This design comes from an exercise in tuning for small area, a short achievable clock period and few clock cycles per item on the open sky130 flow, not from production work. In this exercise RTL edits were held to simulation tests only and were not proved equivalent to the original. No activity file was given, so power comes from the tool's default toggle rates.

Setup of build 31:
## emsd_decoder
module emsd_decoder (
    input  wire        clk,
    input  wire        rst,         
    input  wire        wr_en,
    input  wire [3:0]  wr_addr,
    input  wire [31:0] wr_data,
    input  wire [9:0]  width,
    input  wire [7:0]  offset,
    input  wire        start,
    output wire        busy,
    output reg  [2:0]  rcode,
    output reg  [2:0]  pos,
    output reg  [31:0] digits,
    output reg  [15:0] cursor,
    output reg  [9:0]  modw,
    output wire [76:0] codes,       
    output reg         nobar,
    output reg         oob,
    output reg         cfgerr
);
Size: ~5500 cells after synthesis, about 820 flip-flops, about 56000 sq um of cells after synthesis.
Settings: LEC_CHECK=0, CAP_MARGIN=20, CORE_MARGIN=2, CORE_UTILIZATION=40, SLEW_MARGIN=20; clock period 12.0 ns.
standard.sh (not shown) runs the stock make flow with config.mk's settings and CLKGATE_MAP_FILE= SYNTH_SCRIPT=/design/flow/synth_recipe.tcl, a recipe that flattens the netlist after the stock synthesis.
==> flow/flow/run.sh <==
#!/bin/bash
# The standard ORFS layout (the standard.sh, unchanged synthesis), with
# repair_timing asked to keep a larger setup margin so that the resizer also
# works on paths that already meet the 12 ns clock.  The clock, the SDC and
# every other setting are the standard flow's.  make's full output goes to standard.log.
set -euo pipefail
bash standard.sh SETUP_SLACK_MARGIN=7.5 finish > standard.log 2>&1
Both conditions hold for build 31: the flow ran to the end and the final layout passed the timing, design-rule and antenna checks.
Testbench counts of build 31, summed over its fixed seeds: cycles 5,497, items 192.
The following lists how trial 49 was set up differently from build 31:
==> flow/flow/run.sh <==
#!/bin/bash
# The standard ORFS layout (the standard.sh, unchanged synthesis), with
#  - repair_timing asked to keep a larger setup margin, so that the resizer
#    also works on paths that already meet the 12 ns clock;
#  - the port buffers that buffer_ports inserts made plain buf_2 cells
#    (every input and output still gets its buffer).
# The clock, the SDC and every other setting are the standard flow's.  make's full output
# goes to standard.log (ORFS keeps each step's log under orfs/logs).
set -euo pipefail
bash standard.sh SETUP_SLACK_MARGIN=7.5 "BUFFER_PORTS_ARGS=-buffer_cell sky130_fd_sc_hd__buf_2" finish > standard.log 2>&1
## What came out
Between build 31 and trial 49, the cell count went down.
Lower part of the power in combinational logic goes to trial 49 over build 31.
When the final numbers for trial 49 and build 31 were put side by side, the global-route wire length before repair turned out to be smaller in trial 49.
Trial 49 packs its core looser than build 31.


emsd_decoder, a different RTL version from the one above (not shown whole).
Size in the first run: roughly 4800 cells after synthesis, about 810 flip-flops, ~200 I/O pins, ~0.050 mm2 of cells after synthesis.
clock: 12.0 ns
lec_check: 0
cap_margin: 20
core_margin: 2
core_utilization: 40
slew_margin: 20
==> flow/flow/run.sh <==
#!/bin/bash
# The standard ORFS layout (the standard.sh, unchanged synthesis), with
#  - repair_timing asked to keep a larger setup margin, so that the resizer
#    also works on paths that already meet the 12 ns clock;
#  - the port buffers that buffer_ports inserts made plain buf_2 cells
#    (every input and output still gets its buffer);
#  - larger clock-tree sink clusters (fewer leaf buffers).
# The clock, the SDC and every other setting are the standard flow's.  make's full output
# goes to standard.log (ORFS keeps each step's log under orfs/logs).
set -euo pipefail
bash standard.sh SETUP_SLACK_MARGIN=8.5 "BUFFER_PORTS_ARGS=-buffer_cell sky130_fd_sc_hd__buf_2" \
    CTS_CLUSTER_SIZE=30 CTS_CLUSTER_DIAMETER=80 finish > standard.log 2>&1
Testbench counts at the start, summed over its fixed seeds: cycles 5,497, items 192.
Rerun with:
--- a/flow/flow/run.sh
+++ b/flow/flow/run.sh
@@ -10,3 +10,3 @@
 set -euo pipefail
-bash standard.sh SETUP_SLACK_MARGIN=8.5 "BUFFER_PORTS_ARGS=-buffer_cell sky130_fd_sc_hd__buf_2" \
+bash standard.sh SETUP_SLACK_MARGIN=8.0 "BUFFER_PORTS_ARGS=-buffer_cell sky130_fd_sc_hd__buf_2" \
     CTS_CLUSTER_SIZE=30 CTS_CLUSTER_DIAMETER=80 finish > standard.log 2>&1
The changed run completed without violations.
Via count falls by 4.1%.
Total power falls by 7.2%.
Global-route usage drops by 1.5 points.
Wire length goes down by 5.8%.
Combinational power is lower by 13%.
Die area is unchanged.
Setup slack is better by 0.15 ns.
Clock skew is higher by 0.014 ns.
Rerun with:
--- a/flow/flow/run.sh
+++ b/flow/flow/run.sh
@@ -10,3 +10,3 @@
 set -euo pipefail
-bash standard.sh SETUP_SLACK_MARGIN=8.0 "BUFFER_PORTS_ARGS=-buffer_cell sky130_fd_sc_hd__buf_2" \
+bash standard.sh SETUP_SLACK_MARGIN=7.5 "BUFFER_PORTS_ARGS=-buffer_cell sky130_fd_sc_hd__buf_2" \
     CTS_CLUSTER_SIZE=30 CTS_CLUSTER_DIAMETER=80 finish > standard.log 2>&1
Result:
- final area is lower by 1.6%
- fmax drops by 6.1%
- synthesized cell count is unchanged
- worst setup slack is worse by 0.27 ns
- die area does not change
- combinational power falls by 3.8%
- sequential share of layout area goes up by 0.53 points
- clock power increases by about 4%
- non-clock buffer count drops by 34
- hold slack is about the same
- critical path depth rises by 4


## lane 1
emsd_decoder, a different RTL version from the one above (not shown whole).
Size in the first run: about 4,700 cells after synthesis, about 810 flip-flops, roughly 50,000 µm² of cells after synthesis.
Settings: LEC_CHECK=0, CAP_MARGIN=20, CORE_MARGIN=2, CORE_UTILIZATION=40, SLEW_MARGIN=20; clock period 12.0 ns.
==> flow/flow/run.sh <==
#!/bin/bash
# The standard ORFS layout (the standard.sh, unchanged synthesis), with
#  - repair_timing asked to keep a larger setup margin, so that the resizer
#    also works on paths that already meet the 12 ns clock;
#  - the port buffers that buffer_ports inserts made plain buf_2 cells
#    (every input and output still gets its buffer);
#  - larger clock-tree sink clusters (fewer leaf buffers).
# The clock, the SDC and every other setting are the standard flow's.  make's full output
# goes to standard.log (ORFS keeps each step's log under orfs/logs).
set -euo pipefail
bash standard.sh SETUP_SLACK_MARGIN=7.5 "BUFFER_PORTS_ARGS=-buffer_cell sky130_fd_sc_hd__buf_2" \
    CTS_CLUSTER_SIZE=30 CTS_CLUSTER_DIAMETER=80 finish > standard.log 2>&1
Testbench counts of lane 1, summed over its fixed seeds: cycles 5,497, items 192.
The inputs of lane 2 differ from those of lane 1 as listed below.
--- a/flow/flow/run.sh
+++ b/flow/flow/run.sh
@@ -10,3 +10,3 @@
 set -euo pipefail
-bash standard.sh SETUP_SLACK_MARGIN=7.5 "BUFFER_PORTS_ARGS=-buffer_cell sky130_fd_sc_hd__buf_2" \
+bash standard.sh SETUP_SLACK_MARGIN=8.0 "BUFFER_PORTS_ARGS=-buffer_cell sky130_fd_sc_hd__buf_2" \
     CTS_CLUSTER_SIZE=30 CTS_CLUSTER_DIAMETER=80 finish > standard.log 2>&1
## What came out
Lane 2: done, clean on timing, DRC and antenna
Taking lane 1 as the reference, in lane 2 share of cell area taken by multi-input logic gates essentially unchanged; logic gate share of total power +0.7 points; portion of total power attributed to the clock network shows an increase of 0.2 points; global routing usage on met1 now sits at about the same level.
On logic depth of the worst setup path including buffers: between lane 2 and lane 1, it ends up lower for lane 2.
In the flow results for lane 2 and lane 1, the count of clock-buffer cells in the layout is larger on lane 2.

==> port drivers added, routing unchanged <==
The results above use ideal ports. As a check the final layouts listed here were re-extracted and re-timed, cells and wires unchanged.
Step 1 (the two cells are an assumption about what drives the block):
set clk [get_ports {clk}]
set_driving_cell -lib_cell sky130_fd_sc_hd__clkbuf_16 $clk
set_driving_cell -lib_cell sky130_fd_sc_hd__buf_2 [delete_from_list [all_inputs] $clk]
Step 2 adds t to the input delays and takes it off the output delays; t is the mean of the earliest and latest rising clock arrival at the registers after step 1. Input paths then give back, and output paths get back, about the clock's delay inside the block.
Three values: ideal ports, drivers, drivers and shift; two values: the first two.
run	shift t [ns]	setup slack, ns	worst hold slack (ns)	clock arrival spread, ns	pins driven straight from the clock port
build 31	0.802	7.459 / 7.456 / 6.767	0.447 / 0.447 / 0.447	0.067 / 0.067	1
trial 49	0.808	7.376 / 7.391 / 6.582	0.438 / 0.438 / 0.438	0.070 / 0.069	1
the first run of note 2	0.752	7.645 / 7.645 / 7.000	0.474 / 0.474 / 0.474	0.065 / 0.065	1
the second run of note 2	0.751	7.790 / 7.806 / 7.055	0.466 / 0.466 / 0.466	0.064 / 0.064	1
the third run of note 2	0.764	7.516 / 7.516 / 6.886	0.469 / 0.469 / 0.469	0.045 / 0.045	1
lane 1	0.730	7.488 / 7.488 / 7.018	0.471 / 0.471 / 0.471	0.054 / 0.053	1
lane 2	0.768	7.706 / 7.706 / 7.018	0.469 / 0.469 / 0.469	0.062 / 0.062	1
After both steps every run listed still meets setup and hold. The setup slack of trial 49, which loses most, moves by +0.015 ns with the drivers and by -0.794 ns with both steps.
